From an optimization exercise on the open Yosys and OpenROAD flow, aimed at small area, a short achievable clock period and few clock cycles per item; shortcuts taken in it are not production practice.
Only simulation tests tie the RTL to the original design; equivalence was not proved.
Power and IR drop assume default switching activity.

==> 11-21 <==
Design fc_codec, start of the top module:
module fc_codec (
    input  wire       clk,
    input  wire       rst,         
    input  wire       req_valid,
    output wire       req_ready,
    input  wire [7:0] req_data,
    output wire       res_valid,
    input  wire       res_ready,
    output wire [7:0] res_data
);
clock: 10.0 ns
lec_check: 0
cap_margin: 20
core_margin: 2
core_utilization: 40
slew_margin: 20
run.sh (not shown) runs the stock make flow with config.mk's settings and CLKGATE_MAP_FILE= SYNTH_SCRIPT=/design/flow/synth_recipe.tcl, a recipe that flattens the netlist after the stock synthesis.
==> 12-25: changes against 11-21 <==
--- a/flow/design.v
+++ b/flow/design.v
@@ -22,116 +22,126 @@
                SC_PAY = 4, SC_DCS = 5, SC_RES = 6;
     localparam R_NEXT = 0, R_HDR = 1, R_PAY = 2, R_DCS = 3, R_END = 4;
     reg [7:0] now;
     always @(posedge clk)
         if (rst) now <= 8'd0;
         else     now <= now + 8'd1;
     reg       iv, sv;
+    reg       rdy_q;                     
     reg [7:0] ib, sb;
-    reg       ib_z, ib_ff, ib_op;
-    reg       sb_z, sb_ff, sb_op;
+    reg       ib_z, ib_ff, ib_op, ib_1;
+    reg       sb_z, sb_ff, sb_op, sb_1;
     wire      go;                        
     wire      take = req_valid && !sv;
     wire      in_z  = (req_data == 8'h00);
     wire      in_ff = (req_data == 8'hFF);
     wire      in_op = (req_data == 8'h01) || (req_data == 8'h02);
-    assign req_ready = !sv;
+    wire      in_1  = (req_data == 8'h01);
+    assign req_ready = rdy_q;
     always @(posedge clk) begin
         if (rst) begin
-            iv <= 1'b0;
-            sv <= 1'b0;
+            iv    <= 1'b0;
+            sv    <= 1'b0;
+            rdy_q <= 1'b1;
         end else if (go || !iv) begin
+            rdy_q <= 1'b1;
             if (sv) begin
                 iv    <= 1'b1;
                 ib    <= sb;
                 ib_z  <= sb_z;
                 ib_ff <= sb_ff;
                 ib_op <= sb_op;
+                ib_1  <= sb_1;
                 sv    <= 1'b0;
             end else begin
                 iv    <= take;
                 ib    <= req_data;
                 ib_z  <= in_z;
                 ib_ff <= in_ff;
                 ib_op <= in_op;
+                ib_1  <= in_1;
             end
         end else if (take) begin
+            rdy_q <= 1'b0;
             sv    <= 1'b1;
             sb    <= req_data;
             sb_z  <= in_z;
             sb_ff <= in_ff;
             sb_op <= in_op;
+            sb_1  <= in_1;
         end
     end
     wire [7:0] b = ib;
     wire       we;                       
     wire [1:0] wsel;                     
+    reg        wq;
+    reg  [1:0] wselq;
+    reg  [7:0] wdq;
+    always @(posedge clk) begin
+        wq    <= we && !rst;
+        wselq <= wsel;
+        wdq   <= b;
+    end
     wire [7:0] rq [0:255];
     genvar g;
     generate
         for (g = 0; g < 256; g = g + 1) begin : st
             reg [7:0] q;
-            if (g % 64 == 0) begin : wt
+            if (g % 64 == 1) begin : wt
                 always @(posedge clk)
-                    q <= (we && wsel == g / 64) ? b : rq[(g + 255) % 256];
+                    q <= (wq && wselq == g / 64) ? wdq : rq[g - 1];
             end else begin : sh
                 always @(posedge clk)
-                    q <= rq[g - 1];
+                    q <= rq[(g + 255) % 256];
             end
             assign rq[g] = q;
         end
     endgenerate
     reg  [1:0] qk [0:3];
     reg  [7:0] qa [0:3];
-    reg  [1:0] qh, qt;
-    reg  [2:0] qn;
+    reg  [2:0] qh, qt;                   
     wire       push, pop;
     reg  [1:0] pk;
     reg  [7:0] pa;
-    wire       q_full  = qn[2];
-    wire       q_empty = (qn == 3'd0);
-    wire [1:0] hk = qk[qh];
-    wire [7:0] ha = qa[qh];
+    wire       q_empty = (qh == qt);
+    wire       q_full  = (qh == {!qt[2], qt[1:0]});
+    wire [1:0] hk = qk[qh[1:0]];
+    wire [7:0] ha = qa[qh[1:0]];
     always @(posedge clk) begin
         if (rst) begin
-            qh <= 2'd0;
-            qt <= 2'd0;
-            qn <= 3'd0;
+            qh <= 3'd0;
+            qt <= 3'd0;
         end else begin
             if (push) begin
-                qk[qt] <= pk;
-                qa[qt] <= pa;
-                qt     <= qt + 2'd1;
+                qk[qt[1:0]] <= pk;
+                qa[qt[1:0]] <= pa;
+                qt <= qt + 3'd1;
             end
             if (pop)
-                qh <= qh + 2'd1;
-            qn <= qn + {2'd0, push} - {2'd0, pop};
+                qh <= qh + 3'd1;
         end
     end
     reg  [7:0] sx [0:3];
-    reg  [1:0] sh_, st_;
-    reg  [2:0] sn;
+    reg  [2:0] sh_, st_;
     wire       spush, spop;
     wire [7:0] px;
-    wire       s_full  = sn[2];
-    wire       s_empty = (sn == 3'd0);
-    wire [7:0] hx = sx[sh_];
+    wire       s_empty = (sh_ == st_);
+    wire       s_full  = (sh_ == {!st_[2], st_[1:0]});
+    wire [7:0] hx = sx[sh_[1:0]];
     always @(posedge clk) begin
         if (rst) begin
-            sh_ <= 2'd0;
-            st_ <= 2'd0;
-            sn  <= 3'd0;
+            sh_ <= 3'd0;
+            st_ <= 3'd0;
         end else begin
             if (spush) begin
-                sx[st_] <= px;
-                st_     <= st_ + 2'd1;
+                sx[st_[1:0]] <= px;
+                st_ <= st_ + 3'd1;
             end
             if (spop)
-                sh_ <= sh_ + 2'd1;
-            sn <= sn + {2'd0, spush} - {2'd0, spop};
+                sh_ <= sh_ + 3'd1;
         end
     end
     reg  [7:0] wa;                       
     reg  [7:0] cur_start;                
     reg        wany;                     
     reg  [7:0] rdist;                    
     reg  [4:0] rs;                       
@@ -143,41 +153,57 @@
     wire       r_has = (rs[R_HDR] || rs[R_PAY]) && (rk == K_ENC || rk == K_DEC);
     wire [7:0] rp   = now - rdist - 8'd1;
     wire [7:0] base = r_has ? rp : (!s_empty ? hx : (dany ? cur_start : wa));
     reg  [8:0] free_r;
     reg  [7:0] base_r;       
     reg        wrote_r;
     reg        jo_r;
-    wire [7:0] jdist = now - wa;
-    wire       room  = wrote_r ? (free_r[8:1] != 8'd0) : (free_r != 9'd0);
-    wire       wtap  = (now[5:0] == wa[5:0]);
+    reg  [7:0] jdist;                    
+    reg  [7:0] fm4_r;                    
+    reg        f4ok_r;                   
+    reg        f1_r, f2_r;               
+    reg        wt_r;                     
+    wire       room  = wrote_r ? f2_r : f1_r;
+    wire       wtap  = wt_r;
     reg        rw;                       
+    wire [8:0] fr_n = {(base_r == wa), base_r - wa} - 9'd1;
     always @(posedge clk) begin
         if (rst) begin
+            f1_r    <= 1'b1;
+            f2_r    <= 1'b1;
+            wt_r    <= 1'b1;
             free_r  <= 9'd255;
             base_r  <= 8'd0;
             wrote_r <= 1'b0;
             jo_r    <= 1'b0;
+            fm4_r   <= 8'd251;
+            f4ok_r  <= 1'b1;
+            jdist   <= 8'd0;
         end else begin
             base_r  <= base;
-            free_r  <= {(base_r == wa), base_r - wa} - 9'd1;
+            wt_r    <= we || ((now[5:0] + 6'd1) == (rw ? cur_start[5:0] : wa[5:0]));
+            free_r  <= fr_n;
+            f1_r    <= (fr_n != 9'd0);
+            f2_r    <= (fr_n[8:1] != 8'd0);
             wrote_r <= we;
-            jo_r    <= (base_r == wa) || ({2'b0, jdist} + 10'd4 <= {1'b0, free_r});
+            fm4_r   <= fr_n[7:0] - 8'd4;
+            f4ok_r  <= (fr_n >= 9'd4);
+            jo_r    <= (base_r == wa) || (f4ok_r && (jdist <= fm4_r));
+            jdist   <= we ? (use_jump ? 8'd0 : jdist) :
+                       rw ? (now + 8'd1 - cur_start) : (jdist + 8'd1);
         end
     end
     reg [7:0]  c8;           
     reg [15:0] wrem;         
     reg [15:0] rrem;         
     reg [7:0]  wsum;         
     reg        inw;          
     reg        rl;           
     wire [16:0] maxw   = {1'b0, b, c8} + 17'd7;
-    wire        c8z    = (c8 == 8'd0);
-    wire        c8one  = (c8 == 8'd1);
-    wire        c8ff   = (c8 == 8'd255);
+    reg         c8z, c8one, c8ff;         
     wire [7:0]  wlen   = wa - cur_start;          
     wire [7:0]  sum_n  = wsum + b;
     wire [7:0]  lx     = c8 | b;
     wire [7:0]  sx_    = wsum | b;
     wire        lcs_ok = ((c8 ^ b) == {lx[6:0], 1'b0});
     wire        dcs_ok = ((wsum ^ b) == {sx_[6:0], 1'b0});
     wire d_live   = !sc[SC_RES];
@@ -192,15 +218,15 @@
                           (dec_nsc || (!d_decide && cut_nsc)) ? ST_NSC : ST_CKM;
     wire d_pay    = inw && sc[SC_PAY] && !rl;
     wire want_w   = ws[W_EPAY] || (ws[W_DRAW] && d_pay);
     wire first_w  = !wany;
     wire can_w    = first_w ? (jo_r || (wtap && room)) : (wtap && room);
     wire use_jump = first_w && jo_r;
     wire [7:0] waddr = use_jump ? now : wa;
-    assign wsel = use_jump ? 2'd0 : (now[7:6] - wa[7:6]);
+    assign wsel = use_jump ? 2'd0 : jdist[7:6];
     wire enc_bad = !ib_z || c8z || c8ff;           
     reg  want_p;
     always @(*) begin
         want_p = 1'b0;
         pk = K_FAIL;
         pa = b;
         if (ws[W_OP]) begin
@@ -225,18 +251,16 @@
             if (dec_ok && wany) begin
                 pk = K_DEC;
                 pa = wlen;
             end else
                 pa = d_status;                      
         end
     end
-    wire need_q = (ws[W_OP] && !ib_op) || ws[W_EN1] || (ws[W_EPAY] && first_w) || ws[W_DR1] ||
-                  (ws[W_DRAW] && d_live && (rl || (inw && !sc[SC_LEN] && !sc[SC_PAY])));
-    wire need_s = (ws[W_EPAY] && first_w) || (ws[W_DRAW] && sc[SC_DCS]);
-    wire stall  = (need_q && q_full) || (need_s && s_full) || (want_w && !can_w);
+    wire need_q = ws[W_OP];
+    wire stall  = (need_q && (q_full || s_full)) || (want_w && !can_w);
     assign go    = iv && !stall;
     assign push  = go && want_p;
     assign spush = go && want_p && (pk == K_ENC || pk == K_DEC);
     assign px    = ws[W_EPAY] ? waddr : cur_start;
     assign we    = go && want_w;
     assign dany  = wany && ws[W_DRAW] && d_live;
     always @(posedge clk) begin
@@ -266,14 +290,15 @@
                             ws[W_EN0] <= 1'b1;
                         else
                             ws[W_DM0] <= 1'b1;
                     end
                 end
                 if (ws[W_EN0]) begin
                     c8 <= b;
+                    {c8z, c8one, c8ff} <= {ib_z, ib_1, ib_ff};
                     ws[W_EN0] <= 1'b0;
                     ws[W_EN1] <= 1'b1;
                 end
                 if (ws[W_EN1]) begin
                     rrem <= {b, c8};
                     rl   <= 1'b0;
                     ws[W_EN1] <= 1'b0;
@@ -282,14 +307,15 @@
                     else if (enc_bad)
                         ws[W_SKIP] <= 1'b1;
                     else
                         ws[W_EPAY] <= 1'b1;
                 end
                 if (ws[W_EPAY]) begin
                     c8 <= c8 - 8'd1;
+                    {c8z, c8one, c8ff} <= {c8one, (c8 == 8'd2), c8z};
                     if (c8one) begin
                         ws[W_EPAY] <= 1'b0;
                         ws[W_OP]   <= 1'b1;
                     end
                 end
                 if (ws[W_SKIP]) begin
                     rrem <= rrem - 16'd1;
@@ -297,25 +323,27 @@
                     if (rl) begin
                         ws[W_SKIP] <= 1'b0;
                         ws[W_OP]   <= 1'b1;
                     end
                 end
                 if (ws[W_DM0]) begin
                     c8 <= b;
+                    {c8z, c8one, c8ff} <= {ib_z, ib_1, ib_ff};
                     ws[W_DM0] <= 1'b0;
                     ws[W_DM1] <= 1'b1;
                 end
                 if (ws[W_DM1]) begin
                     wrem <= maxw[16] ? 16'hFFFF : maxw[15:0];
                     inw  <= 1'b1;
                     ws[W_DM1] <= 1'b0;
                     ws[W_DR0] <= 1'b1;
                 end
                 if (ws[W_DR0]) begin
                     c8 <= b;
+                    {c8z, c8one, c8ff} <= {ib_z, ib_1, ib_ff};
                     ws[W_DR0] <= 1'b0;
                     ws[W_DR1] <= 1'b1;
                 end
                 if (ws[W_DR1]) begin
                     rrem <= {b, c8};
                     rl   <= ib_z && c8one;
                     sc   <= 7'd1 << SC_FIRST;
@@ -333,21 +361,23 @@
                         inw  <= (wrem != 16'd1);
                         if (sc[SC_FIRST] && ib_z)
                             sc <= 7'd1 << SC_ZEROS;
                         if (sc[SC_ZEROS] && ib_ff)
                             sc <= 7'd1 << SC_LEN;
                         if (sc[SC_LEN]) begin
                             c8 <= b;
+                            {c8z, c8one, c8ff} <= {ib_z, ib_1, ib_ff};
                             sc <= 7'd1 << SC_LCS;
                         end
                         if (sc[SC_LCS])
                             sc <= c8z ? (7'd1 << SC_DCS) : (7'd1 << SC_PAY);
                         if (sc[SC_PAY]) begin
                             wsum <= sum_n;
                             c8   <= c8 - 8'd1;
+                            {c8z, c8one, c8ff} <= {c8one, (c8 == 8'd2), c8z};
                             if (c8one)
                                 sc <= 7'd1 << SC_DCS;
                         end
                     end
                     if (d_resolve)
                         sc <= 7'd1 << SC_RES;
                     if (rl) begin
@@ -357,26 +387,35 @@
                 end
             end
         end
     end
     reg [3:0] rh;            
     reg [7:0] rsum;          
     reg       o0v, o1v;
+    reg       o0e;                       
     reg [7:0] o0, o1;
-    wire      o0_free = !o0v || res_ready;
+    reg [7:0] ro;                        
+    reg       newv;                      
+    reg [7:0] newb;
+    wire      o0_free = o0e || res_ready;
+    wire [7:0] o0_n   = o1v ? o1 : newb;
     assign res_valid = o0v;
-    assign res_data  = o0;
+    assign res_data  = ro;
+    always @(posedge clk)
+        ro <= o0_free ? o0_n : o0;
     wire       rtap = (rdist[2:0] == 3'd7) && !rdist[7];
     wire [7:0] tapv [0:15];
     generate
         for (g = 0; g < 16; g = g + 1) begin : tp
-            assign tapv[g] = rq[8 * g + 7];
+            assign tapv[g] = rq[8 * g + 6];
         end
     endgenerate
-    wire [7:0] ring_byte = tapv[rdist[6:3]];
+    reg  [7:0] ring_byte;
+    always @(posedge clk)
+        ring_byte <= tapv[rdist[6:3]];
     wire       can_out = !o1v;
     wire [8:0] n7 = {1'b0, ra} + 9'd7;
     reg [7:0] hbyte;
     reg       hlast;
     always @(*) begin
         hbyte = 8'h00;
         hlast = 1'b0;
@@ -400,16 +439,14 @@
                          (hk == K_ENC) ? 8'h01 :
                          (hk == K_DEC) ? 8'h02 :
                          ((ha == ST_IPS) ? 8'h01 : 8'h02);
     assign pop  = rs[R_NEXT] && !q_empty && can_out;
     assign spop = pop && (hk == K_ENC || hk == K_DEC);
     wire r_avail = !(ws[W_EPAY] && wany && s_empty) || (ra != c8);
     wire rd_byte = rs[R_PAY] && can_out && r_avail && rtap;
-    reg       newv;
-    reg [7:0] newb;
     always @(*) begin
         newv = 1'b0;
         newb = ring_byte;
         if (rs[R_NEXT]) begin
             newv = pop;
             newb = op_byte;
         end
@@ -428,25 +465,28 @@
             newb = 8'h00;
         end
     end
     always @(posedge clk) begin
         if (rst) begin
             rs  <= 5'd1 << R_NEXT;
             o0v <= 1'b0;
+            o0e <= 1'b1;
             o1v <= 1'b0;
         end else begin
             if (o0_free) begin
                 if (o1v) begin
                     o0  <= o1;
                     o0v <= 1'b1;
+                    o0e <= 1'b0;
                     o1  <= newb;
                     o1v <= newv;
                 end else begin
                     o0  <= newb;
                     o0v <= newv;
+                    o0e <= !newv;
                 end
             end else if (newv) begin
                 o1  <= newb;
                 o1v <= 1'b1;
             end
             if (!rd_byte)
                 rdist <= rdist + 8'd1;
==> flow/flow/run.sh (new file) <==
#!/bin/bash
# The standard layout (the standard.sh: standard synthesis, floorplan,
# power grid, placement, CTS and routing, all unchanged) with timing repair
# told to keep 6.8 ns of setup slack on the 10 ns clock, i.e. to aim at a
# 3.2 ns cycle, instead of stopping once paths fit in the clock.
set -euo pipefail
bash standard.sh SETUP_SLACK_MARGIN=6.8 finish > standard_flow.log 2>&1
==> flow/standard.sh (new file) <==
#!/bin/bash
# synth_recipe.tcl (not shown) runs the flow's synth.tcl, then flattens the netlist and writes it again
# the make line also repeats each setting of config.mk as NAME=value (left out here)
make -C /OpenROAD-flow-scripts/flow DESIGN_CONFIG=/design/flow/config.mk WORK_HOME=/design/flow/orfs CLKGATE_MAP_FILE= SYNTH_SCRIPT=/design/flow/synth_recipe.tcl "${@:-finish}"
CORE_UTILIZATION = 60   (was 40)
CTS_CLUSTER_DIAMETER = 80   (was default)
CTS_CLUSTER_SIZE = 30   (was default)
removed: flow/run.sh
==> 10-01: changes against 11-21 <==
--- a/flow/design.v
+++ b/flow/design.v
@@ -22,28 +22,31 @@
                SC_PAY = 4, SC_DCS = 5, SC_RES = 6;
     localparam R_NEXT = 0, R_HDR = 1, R_PAY = 2, R_DCS = 3, R_END = 4;
     reg [7:0] now;
     always @(posedge clk)
         if (rst) now <= 8'd0;
         else     now <= now + 8'd1;
     reg       iv, sv;
+    reg       rdy_q;                     
     reg [7:0] ib, sb;
     reg       ib_z, ib_ff, ib_op;
     reg       sb_z, sb_ff, sb_op;
     wire      go;                        
     wire      take = req_valid && !sv;
     wire      in_z  = (req_data == 8'h00);
     wire      in_ff = (req_data == 8'hFF);
     wire      in_op = (req_data == 8'h01) || (req_data == 8'h02);
-    assign req_ready = !sv;
+    assign req_ready = rdy_q;
     always @(posedge clk) begin
         if (rst) begin
-            iv <= 1'b0;
-            sv <= 1'b0;
+            iv    <= 1'b0;
+            sv    <= 1'b0;
+            rdy_q <= 1'b1;
         end else if (go || !iv) begin
+            rdy_q <= 1'b1;
             if (sv) begin
                 iv    <= 1'b1;
                 ib    <= sb;
                 ib_z  <= sb_z;
                 ib_ff <= sb_ff;
                 ib_op <= sb_op;
                 sv    <= 1'b0;
@@ -51,14 +54,15 @@
                 iv    <= take;
                 ib    <= req_data;
                 ib_z  <= in_z;
                 ib_ff <= in_ff;
                 ib_op <= in_op;
             end
         end else if (take) begin
+            rdy_q <= 1'b0;
             sv    <= 1'b1;
             sb    <= req_data;
             sb_z  <= in_z;
             sb_ff <= in_ff;
             sb_op <= in_op;
         end
     end
@@ -144,26 +148,35 @@
     wire [7:0] rp   = now - rdist - 8'd1;
     wire [7:0] base = r_has ? rp : (!s_empty ? hx : (dany ? cur_start : wa));
     reg  [8:0] free_r;
     reg  [7:0] base_r;       
     reg        wrote_r;
     reg        jo_r;
     wire [7:0] jdist = now - wa;
-    wire       room  = wrote_r ? (free_r[8:1] != 8'd0) : (free_r != 9'd0);
-    wire       wtap  = (now[5:0] == wa[5:0]);
+    reg        f1_r, f2_r;               
+    reg        wt_r;                     
+    wire       room  = wrote_r ? f2_r : f1_r;
+    wire       wtap  = wt_r;
     reg        rw;                       
+    wire [8:0] fr_n = {(base_r == wa), base_r - wa} - 9'd1;
     always @(posedge clk) begin
         if (rst) begin
+            f1_r    <= 1'b1;
+            f2_r    <= 1'b1;
+            wt_r    <= 1'b1;
             free_r  <= 9'd255;
             base_r  <= 8'd0;
             wrote_r <= 1'b0;
             jo_r    <= 1'b0;
         end else begin
             base_r  <= base;
-            free_r  <= {(base_r == wa), base_r - wa} - 9'd1;
+            wt_r    <= we || ((now[5:0] + 6'd1) == (rw ? cur_start[5:0] : wa[5:0]));
+            free_r  <= fr_n;
+            f1_r    <= (fr_n != 9'd0);
+            f2_r    <= (fr_n[8:1] != 8'd0);
             wrote_r <= we;
             jo_r    <= (base_r == wa) || ({2'b0, jdist} + 10'd4 <= {1'b0, free_r});
         end
     end
     reg [7:0]  c8;           
     reg [15:0] wrem;         
     reg [15:0] rrem;         
@@ -225,18 +238,16 @@
             if (dec_ok && wany) begin
                 pk = K_DEC;
                 pa = wlen;
             end else
                 pa = d_status;                      
         end
     end
-    wire need_q = (ws[W_OP] && !ib_op) || ws[W_EN1] || (ws[W_EPAY] && first_w) || ws[W_DR1] ||
-                  (ws[W_DRAW] && d_live && (rl || (inw && !sc[SC_LEN] && !sc[SC_PAY])));
-    wire need_s = (ws[W_EPAY] && first_w) || (ws[W_DRAW] && sc[SC_DCS]);
-    wire stall  = (need_q && q_full) || (need_s && s_full) || (want_w && !can_w);
+    wire need_q = ws[W_OP];
+    wire stall  = (need_q && (q_full || s_full)) || (want_w && !can_w);
     assign go    = iv && !stall;
     assign push  = go && want_p;
     assign spush = go && want_p && (pk == K_ENC || pk == K_DEC);
     assign px    = ws[W_EPAY] ? waddr : cur_start;
     assign we    = go && want_w;
     assign dany  = wany && ws[W_DRAW] && d_live;
     always @(posedge clk) begin
@@ -357,16 +368,17 @@
                 end
             end
         end
     end
     reg [3:0] rh;            
     reg [7:0] rsum;          
     reg       o0v, o1v;
+    reg       o0e;                       
     reg [7:0] o0, o1;
-    wire      o0_free = !o0v || res_ready;
+    wire      o0_free = o0e || res_ready;
     assign res_valid = o0v;
     assign res_data  = o0;
     wire       rtap = (rdist[2:0] == 3'd7) && !rdist[7];
     wire [7:0] tapv [0:15];
     generate
         for (g = 0; g < 16; g = g + 1) begin : tp
             assign tapv[g] = rq[8 * g + 7];
@@ -428,25 +440,28 @@
             newb = 8'h00;
         end
     end
     always @(posedge clk) begin
         if (rst) begin
             rs  <= 5'd1 << R_NEXT;
             o0v <= 1'b0;
+            o0e <= 1'b1;
             o1v <= 1'b0;
         end else begin
             if (o0_free) begin
                 if (o1v) begin
                     o0  <= o1;
                     o0v <= 1'b1;
+                    o0e <= 1'b0;
                     o1  <= newb;
                     o1v <= newv;
                 end else begin
                     o0  <= newb;
                     o0v <= newv;
+                    o0e <= !newv;
                 end
             end else if (newv) begin
                 o1  <= newb;
                 o1v <= 1'b1;
             end
             if (!rd_byte)
                 rdist <= rdist + 8'd1;
CORE_UTILIZATION = 70   (was 40)
SETUP_SLACK_MARGIN = 5   (was default)
==> 08-26: changes against 11-21 <==
--- a/flow/design.v
+++ b/flow/design.v
@@ -129,66 +129,59 @@
                 sh_ <= sh_ + 2'd1;
             sn <= sn + {2'd0, spush} - {2'd0, spop};
         end
     end
     reg  [7:0] wa;                       
     reg  [7:0] cur_start;                
     reg        wany;                     
-    reg  [7:0] rdist;                    
+    reg  [7:0] rp;                       
     reg  [4:0] rs;                       
     reg  [1:0] rk;                       
     reg  [7:0] ra;                       
     reg  [9:0] ws;                       
     reg  [6:0] sc;                       
     wire       dany;                     
     wire       r_has = (rs[R_HDR] || rs[R_PAY]) && (rk == K_ENC || rk == K_DEC);
-    wire [7:0] rp   = now - rdist - 8'd1;
     wire [7:0] base = r_has ? rp : (!s_empty ? hx : (dany ? cur_start : wa));
     reg  [8:0] free_r;
-    reg  [7:0] base_r;       
     reg        wrote_r;
     reg        jo_r;
     wire [7:0] jdist = now - wa;
     wire       room  = wrote_r ? (free_r[8:1] != 8'd0) : (free_r != 9'd0);
     wire       wtap  = (now[5:0] == wa[5:0]);
     reg        rw;                       
     always @(posedge clk) begin
         if (rst) begin
             free_r  <= 9'd255;
-            base_r  <= 8'd0;
             wrote_r <= 1'b0;
             jo_r    <= 1'b0;
         end else begin
-            base_r  <= base;
-            free_r  <= {(base_r == wa), base_r - wa} - 9'd1;
+            free_r  <= {(base == wa), base - wa} - 9'd1;
             wrote_r <= we;
-            jo_r    <= (base_r == wa) || ({2'b0, jdist} + 10'd4 <= {1'b0, free_r});
+            jo_r    <= ({2'b0, jdist} + 10'd4 <= {1'b0, free_r});
         end
     end
     reg [7:0]  c8;           
     reg [15:0] wrem;         
     reg [15:0] rrem;         
     reg [7:0]  wsum;         
     reg        inw;          
     reg        rl;           
     wire [16:0] maxw   = {1'b0, b, c8} + 17'd7;
     wire        c8z    = (c8 == 8'd0);
     wire        c8one  = (c8 == 8'd1);
     wire        c8ff   = (c8 == 8'd255);
     wire [7:0]  wlen   = wa - cur_start;          
     wire [7:0]  sum_n  = wsum + b;
-    wire [7:0]  lx     = c8 | b;
-    wire [7:0]  sx_    = wsum | b;
-    wire        lcs_ok = ((c8 ^ b) == {lx[6:0], 1'b0});
-    wire        dcs_ok = ((wsum ^ b) == {sx_[6:0], 1'b0});
+    wire        lcs_ok = (c8 + b == 8'd0);
     wire d_live   = !sc[SC_RES];
     wire dec_nsc  = inw && ((sc[SC_FIRST] && !ib_z) || (sc[SC_ZEROS] && !ib_z && !ib_ff));
     wire dec_lcs  = inw && sc[SC_LCS] && !lcs_ok;
     wire dec_dcs  = inw && sc[SC_DCS];
-    wire dec_ok   = dec_dcs && dcs_ok;
+    wire dec_ok   = dec_dcs && (sum_n == 8'd0);
     wire cut_nsc  = (sc[SC_FIRST] || sc[SC_ZEROS]) && (ib_z || !inw);
     wire d_decide = dec_nsc || dec_lcs || dec_dcs;
     wire d_resolve = d_live && (d_decide || rl);
     wire [7:0] d_status = dec_ok ? ST_OK :
                           (dec_nsc || (!d_decide && cut_nsc)) ? ST_NSC : ST_CKM;
     wire d_pay    = inw && sc[SC_PAY] && !rl;
     wire want_w   = ws[W_EPAY] || (ws[W_DRAW] && d_pay);
@@ -237,15 +230,14 @@
     assign push  = go && want_p;
     assign spush = go && want_p && (pk == K_ENC || pk == K_DEC);
     assign px    = ws[W_EPAY] ? waddr : cur_start;
     assign we    = go && want_w;
     assign dany  = wany && ws[W_DRAW] && d_live;
     always @(posedge clk) begin
         if (rst) begin
-            wa   <= 8'd0;
             ws   <= 10'd1 << W_OP;
             sc   <= 7'd1 << SC_FIRST;
             wany <= 1'b0;
             rw   <= 1'b0;
         end else begin
             rw <= go && ws[W_DRAW] && d_resolve && !dec_ok && wany;
             if (we) begin
@@ -355,14 +347,15 @@
                         ws[W_OP]   <= 1'b1;
                     end
                 end
             end
         end
     end
     reg [3:0] rh;            
+    reg [7:0] rdist;         
     reg [7:0] rsum;          
     reg       o0v, o1v;
     reg [7:0] o0, o1;
     wire      o0_free = !o0v || res_ready;
     assign res_valid = o0v;
     assign res_data  = o0;
     wire       rtap = (rdist[2:0] == 3'd7) && !rdist[7];
@@ -398,16 +391,15 @@
     end
     wire [7:0] op_byte = (hk == K_RES) ? ha :
                          (hk == K_ENC) ? 8'h01 :
                          (hk == K_DEC) ? 8'h02 :
                          ((ha == ST_IPS) ? 8'h01 : 8'h02);
     assign pop  = rs[R_NEXT] && !q_empty && can_out;
     assign spop = pop && (hk == K_ENC || hk == K_DEC);
-    wire r_avail = !(ws[W_EPAY] && wany && s_empty) || (ra != c8);
-    wire rd_byte = rs[R_PAY] && can_out && r_avail && rtap;
+    wire rd_byte = rs[R_PAY] && can_out && (rp != wa) && rtap;
     reg       newv;
     reg [7:0] newb;
     always @(*) begin
         newv = 1'b0;
         newb = ring_byte;
         if (rs[R_NEXT]) begin
             newv = pop;
@@ -449,25 +441,27 @@
                 o1v <= 1'b1;
             end
             if (!rd_byte)
                 rdist <= rdist + 8'd1;
             if (pop) begin
                 rk    <= hk;
                 ra    <= ha;
+                rp    <= hx;
                 rdist <= now - hx;
                 rsum  <= 8'd0;
                 rh    <= 4'd1;
                 rs    <= 5'd1 << R_HDR;
             end
             if (rs[R_HDR] && can_out) begin
                 rh <= rh + 4'd1;
                 if (hlast)
                     rs <= (rk == K_ENC || rk == K_DEC) ? (5'd1 << R_PAY) : (5'd1 << R_NEXT);
             end
             if (rd_byte) begin
+                rp   <= rp + 8'd1;
                 rsum <= rsum + ring_byte;
                 ra   <= ra - 8'd1;
                 if (ra == 8'd1)
                     rs <= (rk == K_ENC) ? (5'd1 << R_DCS) : (5'd1 << R_NEXT);
             end
             if (rs[R_DCS] && can_out)
                 rs <= 5'd1 << R_END;
ABC_CLOCK_PERIOD_IN_PS = 3000   (was default)
SETUP_SLACK_MARGIN = 5   (was default)
==> notes.md <==
In 10-01 the final cell count is lower than in 11-21, by 14%. The lowest non-clock buffer count belongs to 10-01, the highest to 12-25. Clock-buffer cell count is the same in 10-01 and 08-26. Clock power, lowest first: 12-25, 08-26, 10-01, 11-21. Against 10-01, the worst setup slack of 11-21 is lower by 360 ps. Wire length: 08-26 is smaller than 12-25 (5.4%).
Testbench counts of 11-21, summed over its fixed seeds: cycles 38,902, items 1,280.
Testbench counts of 12-25, summed over its fixed seeds: cycles 38,935, items 1,280.
Testbench counts of 10-01, summed over its fixed seeds: cycles 38,935, items 1,280.
Testbench counts of 08-26, summed over its fixed seeds: cycles 38,902, items 1,280.

## port drivers added, routing unchanged
No port has a modelled driver above. Below, the same layouts with a new extraction and two added sets of constraints. Step 1 assumes that a clkbuf_16 drives the clock port and a buf_2 every other input. Step 2 adds t to the input delays and takes it off the output delays; t is the mean of the earliest and latest rising clock arrival at the registers after step 1. Input paths then give back, and output paths get back, about the clock's delay inside the block. Slacks: ideal / step 1 / step 2; pairs: ideal / step 1.
| run | t (ns) | slack for setup (ns) | slew at the worst register clock pin (ns) | pins driven straight from the clock port |
|---|---|---|---|---|
| 11-21 | 0.858 | 5.114 / 5.114 / 5.114 | 0.07 / 0.07 | 1 |
| 12-25 | 0.762 | 6.748 / 6.682 / 6.128 | 0.11 / 0.11 | 1 |
| 10-01 | 0.842 | 5.473 / 5.473 / 5.473 | 0.10 / 0.10 | 1 |
| 08-26 | 0.861 | 5.264 / 5.264 / 5.262 | 0.07 / 0.07 | 1 |
After both steps setup and hold are still met in every run listed. The setup slack of 12-25, which loses most, moves by -0.066 ns with the drivers and by -0.620 ns with both steps.
